From an optimization exercise on the open Yosys and OpenROAD flow, aimed at small area, a short achievable clock period and few clock cycles per item; shortcuts taken in it are not production practice.
Function was checked by simulation only, so behaviour that the tests miss may differ from the original.
Power figures rest on the tool's default switching activity, not on a simulated workload.

==> inputs of branch yarrow <==
// lc_core
module lc_core (
    input  wire        clk,
    input  wire        rst,
    input  wire        cmd_valid,
    output wire        cmd_ready,
    input  wire [15:0] cmd_word,
    input  wire [95:0] cmd_rd,
    output reg         rsp_valid,
    output reg  [1:0]  rsp_status,
    output reg  [7:0]  rsp_pat,
    output reg  [7:0]  rsp_pos,
    output wire        acq_req,
    input  wire        acq_done,
    input  wire        acq_err,
    input  wire [95:0] acq_rd,
    output wire        busy,
    output wire [7:0]  last_pos
);
==> module lc_core, before the edit <==
module lc_core (
    input  wire        clk,
    input  wire        rst,
    input  wire        cmd_valid,
    output wire        cmd_ready,
    input  wire [15:0] cmd_word,
    input  wire [95:0] cmd_rd,
    output reg         rsp_valid,
    output reg  [1:0]  rsp_status,
    output reg  [7:0]  rsp_pat,
    output reg  [7:0]  rsp_pos,
    output wire        acq_req,
    input  wire        acq_done,
    input  wire        acq_err,
    input  wire [95:0] acq_rd,
    output wire        busy,
    output wire [7:0]  last_pos
);
    localparam W = 12;
    localparam [2:0] OP_BIN = 3'd0, OP_LUT = 3'd1, OP_TRKP = 3'd2,
                     OP_TRKV = 3'd3, OP_TRKA = 3'd4;
    localparam [1:0] ST_OK = 2'b00, ST_ILLEGAL = 2'b01, ST_TRANSPORT = 2'b10;
    localparam [7:0] UNDEF = 8'h80;
    reg            busy_q;    
    reg            wait_q;    
    reg  [7:0]     last_q;
    reg  [4*W-1:0] cap_lo;    
    reg  [4*W-1:0] cap_hi;    
    reg  [3:0]     cap_sw;    
    reg  [7:0]     cap_pat;   
    reg  [1:0]     st_q;      
    reg            zero_q;    
    reg            word_q;    
    reg            lut_q;     
    reg            trk_q;     
    wire exec = busy_q && !wait_q;
    assign cmd_ready = !busy_q && !rst;
    assign busy      = busy_q;
    assign acq_req   = wait_q;
    assign last_pos  = last_q;
    wire [2:0] in_op    = cmd_word[10:8];
    wire       in_legal = (cmd_word[15:11] == 5'd0) && (in_op <= OP_TRKA);
    wire [7:0] bin_pat;
    lc_binarizer #(.W(W)) u_bin (.lo(cap_lo), .hi(cap_hi), .sw(cap_sw), .pat(bin_pat));
    wire [7:0] pat = word_q ? cap_pat : bin_pat;
    wire [7:0] lk_pos;
    lc_lut_rom u_rom (.pat(pat), .pos(lk_pos));
    wire [7:0] resolved = (lk_pos == UNDEF) ? last_q : lk_pos;
    always @(posedge clk) begin
        if (rst) begin
            busy_q     <= 1'b0;
            wait_q     <= 1'b0;
            last_q     <= 8'h00;
            rsp_valid  <= 1'b0;
            rsp_status <= ST_OK;
            rsp_pat    <= 8'h00;
            rsp_pos    <= UNDEF;
        end else begin
            rsp_valid <= exec;
            if (!busy_q) begin
                if (cmd_valid) begin
                    busy_q <= 1'b1;
                    wait_q <= in_legal && (in_op == OP_TRKA);
                end
            end else if (wait_q) begin
                if (acq_done)
                    wait_q <= 1'b0;
            end else begin
                busy_q     <= 1'b0;
                rsp_status <= st_q;
                rsp_pat    <= zero_q ? 8'h00 : pat;
                rsp_pos    <= trk_q ? resolved : (lut_q ? lk_pos : UNDEF);
                if (trk_q)
                    last_q <= resolved;
            end
        end
    end
    wire [4*W-1:0] in_lo, in_hi;
    wire [3:0]     in_sw;
    lc_bin_pairs #(.W(W)) u_pairs (.rd(wait_q ? acq_rd : cmd_rd),
                                   .lo(in_lo), .hi(in_hi), .sw(in_sw));
    always @(posedge clk) begin
        cap_lo  <= in_lo;
        cap_hi  <= in_hi;
        cap_sw  <= in_sw;
        cap_pat <= cmd_word[7:0];
    end
    always @(posedge clk) begin
        if (!exec) begin
            if (wait_q) begin
                st_q   <= acq_err ? ST_TRANSPORT : ST_OK;
                zero_q <= acq_err;
                word_q <= 1'b0;
                lut_q  <= 1'b0;
                trk_q  <= !acq_err;
            end else begin
                st_q   <= in_legal ? ST_OK : ST_ILLEGAL;
                zero_q <= !in_legal;
                word_q <= in_op == OP_LUT || in_op == OP_TRKP;
                lut_q  <= in_legal && (in_op == OP_LUT);
                trk_q  <= in_legal && (in_op == OP_TRKP || in_op == OP_TRKV || in_op == OP_TRKA);
            end
        end
    end
endmodule
clock: 22.0 ns
lec_check: 0
abc_area: 1
cap_margin: 20
core_margin: 2
core_utilization: 70
cts_buf_list: sky130_fd_sc_hd__clkbuf_4 sky130_fd_sc_hd__clkbuf_8
cts_cluster_diameter: 100
cts_cluster_size: 30
slew_margin: 20
standard.sh (not shown) runs the stock make flow with config.mk's settings and CLKGATE_MAP_FILE= SYNTH_SCRIPT=/design/flow/synth_recipe.tcl, a recipe that flattens the netlist after the stock synthesis.
==> flow/flow/run.sh <==
#!/bin/bash
# The standard layout (standard.sh) with two changes to how it is made:
# the ports are buffered by the smallest buffer instead of buffer_ports'
# default delay cell, and repair_timing is asked for a setup margin so that
# it works on the slowest paths although the 22 ns clock leaves them slack.
# The SDC and the clock period are the standard flow's. The full make output goes to
# standard_flow.log; ORFS keeps each step's log in orfs/logs.
set -euo pipefail
bash standard.sh finish \
    "BUFFER_PORTS_ARGS=-buffer_cell sky130_fd_sc_hd__buf_1" \
    "SETUP_SLACK_MARGIN=12.8" > standard_flow.log 2>&1
==> branch onyx: changes against branch yarrow <==
--- a/flow/design.v
+++ b/flow/design.v
@@ -135,9 +135,7 @@
     reg  [4*W-1:0] cap_lo;    
     reg  [4*W-1:0] cap_hi;    
     reg  [3:0]     cap_sw;    
-    reg  [7:0]     cap_pat;   
     reg  [1:0]     st_q;      
-    reg            zero_q;    
     reg            word_q;    
     reg            lut_q;     
     reg            trk_q;     
@@ -148,9 +146,14 @@
     assign last_pos  = last_q;
     wire [2:0] in_op    = cmd_word[10:8];
     wire       in_legal = (cmd_word[15:11] == 5'd0) && (in_op <= OP_TRKA);
+    wire       in_word  = (in_op == OP_LUT) || (in_op == OP_TRKP);
+    wire [4*W-1:0] in_lo, in_hi;
+    wire [3:0]     in_sw;
+    lc_bin_pairs #(.W(W)) u_pairs (.rd(wait_q ? acq_rd : cmd_rd),
+                                   .lo(in_lo), .hi(in_hi), .sw(in_sw));
     wire [7:0] bin_pat;
     lc_binarizer #(.W(W)) u_bin (.lo(cap_lo), .hi(cap_hi), .sw(cap_sw), .pat(bin_pat));
-    wire [7:0] pat = word_q ? cap_pat : bin_pat;
+    wire [7:0] pat = word_q ? cap_lo[7:0] : bin_pat;
     wire [7:0] lk_pos;
     lc_lut_rom u_rom (.pat(pat), .pos(lk_pos));
     wire [7:0] resolved = (lk_pos == UNDEF) ? last_q : lk_pos;
@@ -176,38 +179,28 @@
             end else begin
                 busy_q     <= 1'b0;
                 rsp_status <= st_q;
-                rsp_pat    <= zero_q ? 8'h00 : pat;
+                rsp_pat    <= (st_q != ST_OK) ? 8'h00 : pat;
                 rsp_pos    <= trk_q ? resolved : (lut_q ? lk_pos : UNDEF);
                 if (trk_q)
                     last_q <= resolved;
             end
         end
     end
-    wire [4*W-1:0] in_lo, in_hi;
-    wire [3:0]     in_sw;
-    lc_bin_pairs #(.W(W)) u_pairs (.rd(wait_q ? acq_rd : cmd_rd),
-                                   .lo(in_lo), .hi(in_hi), .sw(in_sw));
     always @(posedge clk) begin
-        cap_lo  <= in_lo;
-        cap_hi  <= in_hi;
-        cap_sw  <= in_sw;
-        cap_pat <= cmd_word[7:0];
-    end
-    always @(posedge clk) begin
-        if (!exec) begin
-            if (wait_q) begin
-                st_q   <= acq_err ? ST_TRANSPORT : ST_OK;
-                zero_q <= acq_err;
-                word_q <= 1'b0;
-                lut_q  <= 1'b0;
-                trk_q  <= !acq_err;
-            end else begin
-                st_q   <= in_legal ? ST_OK : ST_ILLEGAL;
-                zero_q <= !in_legal;
-                word_q <= in_op == OP_LUT || in_op == OP_TRKP;
-                lut_q  <= in_legal && (in_op == OP_LUT);
-                trk_q  <= in_legal && (in_op == OP_TRKP || in_op == OP_TRKV || in_op == OP_TRKA);
-            end
-        end
-    end
-endmodule
+        cap_lo[4*W-1:8] <= in_lo[4*W-1:8];
+        cap_lo[7:0]     <= (!wait_q && in_word) ? cmd_word[7:0] : in_lo[7:0];
+        cap_hi          <= in_hi;
+        cap_sw          <= in_sw;
+        if (wait_q) begin
+            st_q   <= acq_err ? ST_TRANSPORT : ST_OK;
+            word_q <= 1'b0;
+            lut_q  <= 1'b0;
+            trk_q  <= !acq_err;
+        end else begin
+            st_q   <= in_legal ? ST_OK : ST_ILLEGAL;
+            word_q <= in_word;
+            lut_q  <= in_legal && (in_op == OP_LUT);
+            trk_q  <= in_legal && (in_op == OP_TRKP || in_op == OP_TRKV || in_op == OP_TRKA);
+        end
+    end
+endmodule
==> flow/flow/run.sh (replaced) <==
#!/bin/bash
# The standard layout (standard.sh) with these changes to how it is made:
#  - the ports are buffered by the smallest buffer instead of buffer_ports'
#    default delay cell;
#  - repair_timing is asked for a setup margin so that it works on the
#    slowest paths although the 22 ns clock leaves them slack;
#  - clock tree synthesis adds no dummy loads.
# The SDC and the clock period are the standard flow's. The full make output goes to
# standard_flow.log; ORFS keeps each step's log in orfs/logs.
set -euo pipefail
HERE=$PWD
sed "s|log_cmd abc {\*}\$abc_args|log_cmd abc -script $HERE/flow/abc_map.script {*}[lrange \$abc_args 2 end]|" \
    "$FLOW_HOME/scripts/synth.tcl" > lc_synth_core.tcl
grep -q "flow/abc_map.script" lc_synth_core.tcl
sed "s|source \$::env(SCRIPTS_DIR)/synth.tcl|source $HERE/lc_synth_core.tcl|" synth_recipe.tcl > lc_synth.tcl
grep -q "lc_synth_core.tcl" lc_synth.tcl
bash standard.sh finish \
    "SYNTH_SCRIPT=$HERE/lc_synth.tcl" \
    "BUFFER_PORTS_ARGS=-buffer_cell sky130_fd_sc_hd__buf_1" \
    "SETUP_SLACK_MARGIN=13.0" \
    "CTS_ARGS=-sink_clustering_enable -repair_clock_nets -dont_use_dummy_load -buf_list {sky130_fd_sc_hd__clkbuf_4 sky130_fd_sc_hd__clkbuf_8}" \
    > standard_flow.log 2>&1
==> flow/flow/abc_map.script (new file) <==
strash
dch
map -D 5000
strash
dch
map -D 5000
strash
dch
map -D 5000
topo
stime -c
buffer -c
upsize -c
dnsize -c
--- a/flow/config.mk
+++ b/flow/config.mk
@@ -10,6 +10,4 @@
 export CORE_MARGIN = 2
 export CORE_UTILIZATION = 70
 export CTS_BUF_LIST = sky130_fd_sc_hd__clkbuf_4 sky130_fd_sc_hd__clkbuf_8
-export CTS_CLUSTER_DIAMETER = 100
-export CTS_CLUSTER_SIZE = 30
 export SLEW_MARGIN = 20
==> branch violet: changes against branch yarrow <==
==> flow/run.sh (new file) <==
#!/bin/bash
# synth_recipe.tcl (not shown) runs the flow's synth.tcl, then flattens the netlist and writes it again
# the make line also repeats each setting of config.mk as NAME=value (left out here)
make -C /OpenROAD-flow-scripts/flow DESIGN_CONFIG=/design/flow/config.mk WORK_HOME=/design/flow/orfs CLKGATE_MAP_FILE= SYNTH_SCRIPT=/design/flow/synth_recipe.tcl finish
==> flow/config.mk (replaced) <==
export PLATFORM = sky130hd
export DESIGN_NAME = lc_core
export DESIGN_NICKNAME = lc_core
export VERILOG_FILES = /design/flow/design.v
export SDC_FILE = /design/flow/constraint.sdc
export NUM_CORES = 4
export LEC_CHECK = 0
export ABC_AREA = 1
export CAP_MARGIN = 20
export CORE_MARGIN = 2
export CORE_UTILIZATION = 40
export SLEW_MARGIN = 20
removed: flow/flow/run.sh
removed: flow/standard.sh
==> flow_summary.yaml <==
critical_path:
  crit_path_max_incr_delay_ns: 0.11
yosys:
  post_synthesis_compound_gate_area_fraction: 0.3366
  synth_area_leaders: "sky130_fd_sc_hd__dfxtp_1, sky130_fd_sc_hd__nand2_1, sky130_fd_sc_hd__o21ai_0"
pwr:
  pwr.group.sequential_mw: 0.299
outcome:
  outcome: "finished clean"
timing:
  unrepaired_setup_endpoints_after_global_routing: "true"
  max_freq_mhz: 110.1
cells_and_area:
  synthToLayoutAreaGrowth_pct: 14.18
  bufAreaShareNonClock: 0.09515
  final_cell_count_no_fill: 1875
placed_design:
  gp_congestion: 0.9870
Source of the figures above: branch onyx

==> flow_summary.yaml <==
outcome:
  outcome: "finished clean"
yosys:
  post_synthesis_compound_gate_area_fraction: 0.1875
cells_and_area:
  final_cell_count_no_fill: 2430
  bufAreaShareNonClock: 0.1727
  synthToLayoutAreaGrowth_pct: 29.48
pwr:
  pwr.group.sequential_mw: 0.316
timing:
  max_freq_mhz: 96.96
  unrepaired_setup_endpoints_after_global_routing: "false"
placed_design:
  gp_congestion: 0.8852
  dpl_worst_slack_ns: 11.72
critical_path:
  crit_path_max_incr_delay_ns: 0.69
Source of the figures above: branch violet

==> flow_summary.yaml <==
cells_and_area:
  bufAreaShareNonClock: 0.07759
  final_cell_count_no_fill: 2300
  synthToLayoutAreaGrowth_pct: 12.36
placed_design:
  gp_congestion: 0.9690
timing:
  max_freq_mhz: 109.0
yosys:
  post_synthesis_compound_gate_area_fraction: 0.1875
pwr:
  net-switching-power_mw: 0.9015
route:
  initialDrtViolationCount: 1473
outcome:
  outcome: "finished clean"
Source of the figures above: branch yarrow

Testbench counts of branch yarrow, summed over its fixed seeds: cycles 22,201, commands 8,000.
Testbench counts of branch onyx, summed over its fixed seeds: cycles 22,201, commands 8,000.
Testbench counts of branch violet, summed over its fixed seeds: cycles 22,201, commands 8,000.

afterwards: timing with drivers on the ports:
The flow's constraints put no driver on any port. The routed layouts listed below were extracted and timed again, unchanged, in two steps.
Step 1: set_driving_cell puts a clkbuf_16 on clk and a buf_2 on each other input, an assumption about the parent block.
Step 2 times the ports against the registers' clock, not the clock port: input delays grow and output delays shrink by t, the midpoint of the rising clock arrivals with the driver on.
Three values: no drivers, after step 1, after step 2; two values: the first two.
| run | shift t [ns] | setup WS [ns] | slew at the worst register clock pin (ns) |
|---|---|---|---|
| branch yarrow | 0.491 | 12.822 / 12.789 / 12.789 | 0.10 / 0.10 |
| branch onyx | 0.491 | 12.920 / 12.820 / 12.820 | 0.08 / 0.08 |
| branch violet | 0.481 | 11.687 / 11.665 / 11.665 | 0.07 / 0.07 |
After both steps every run listed still meets setup and hold. For branch onyx, which loses most, drivers alone change the setup slack by -0.100 ns; drivers and shift together by -0.100 ns.
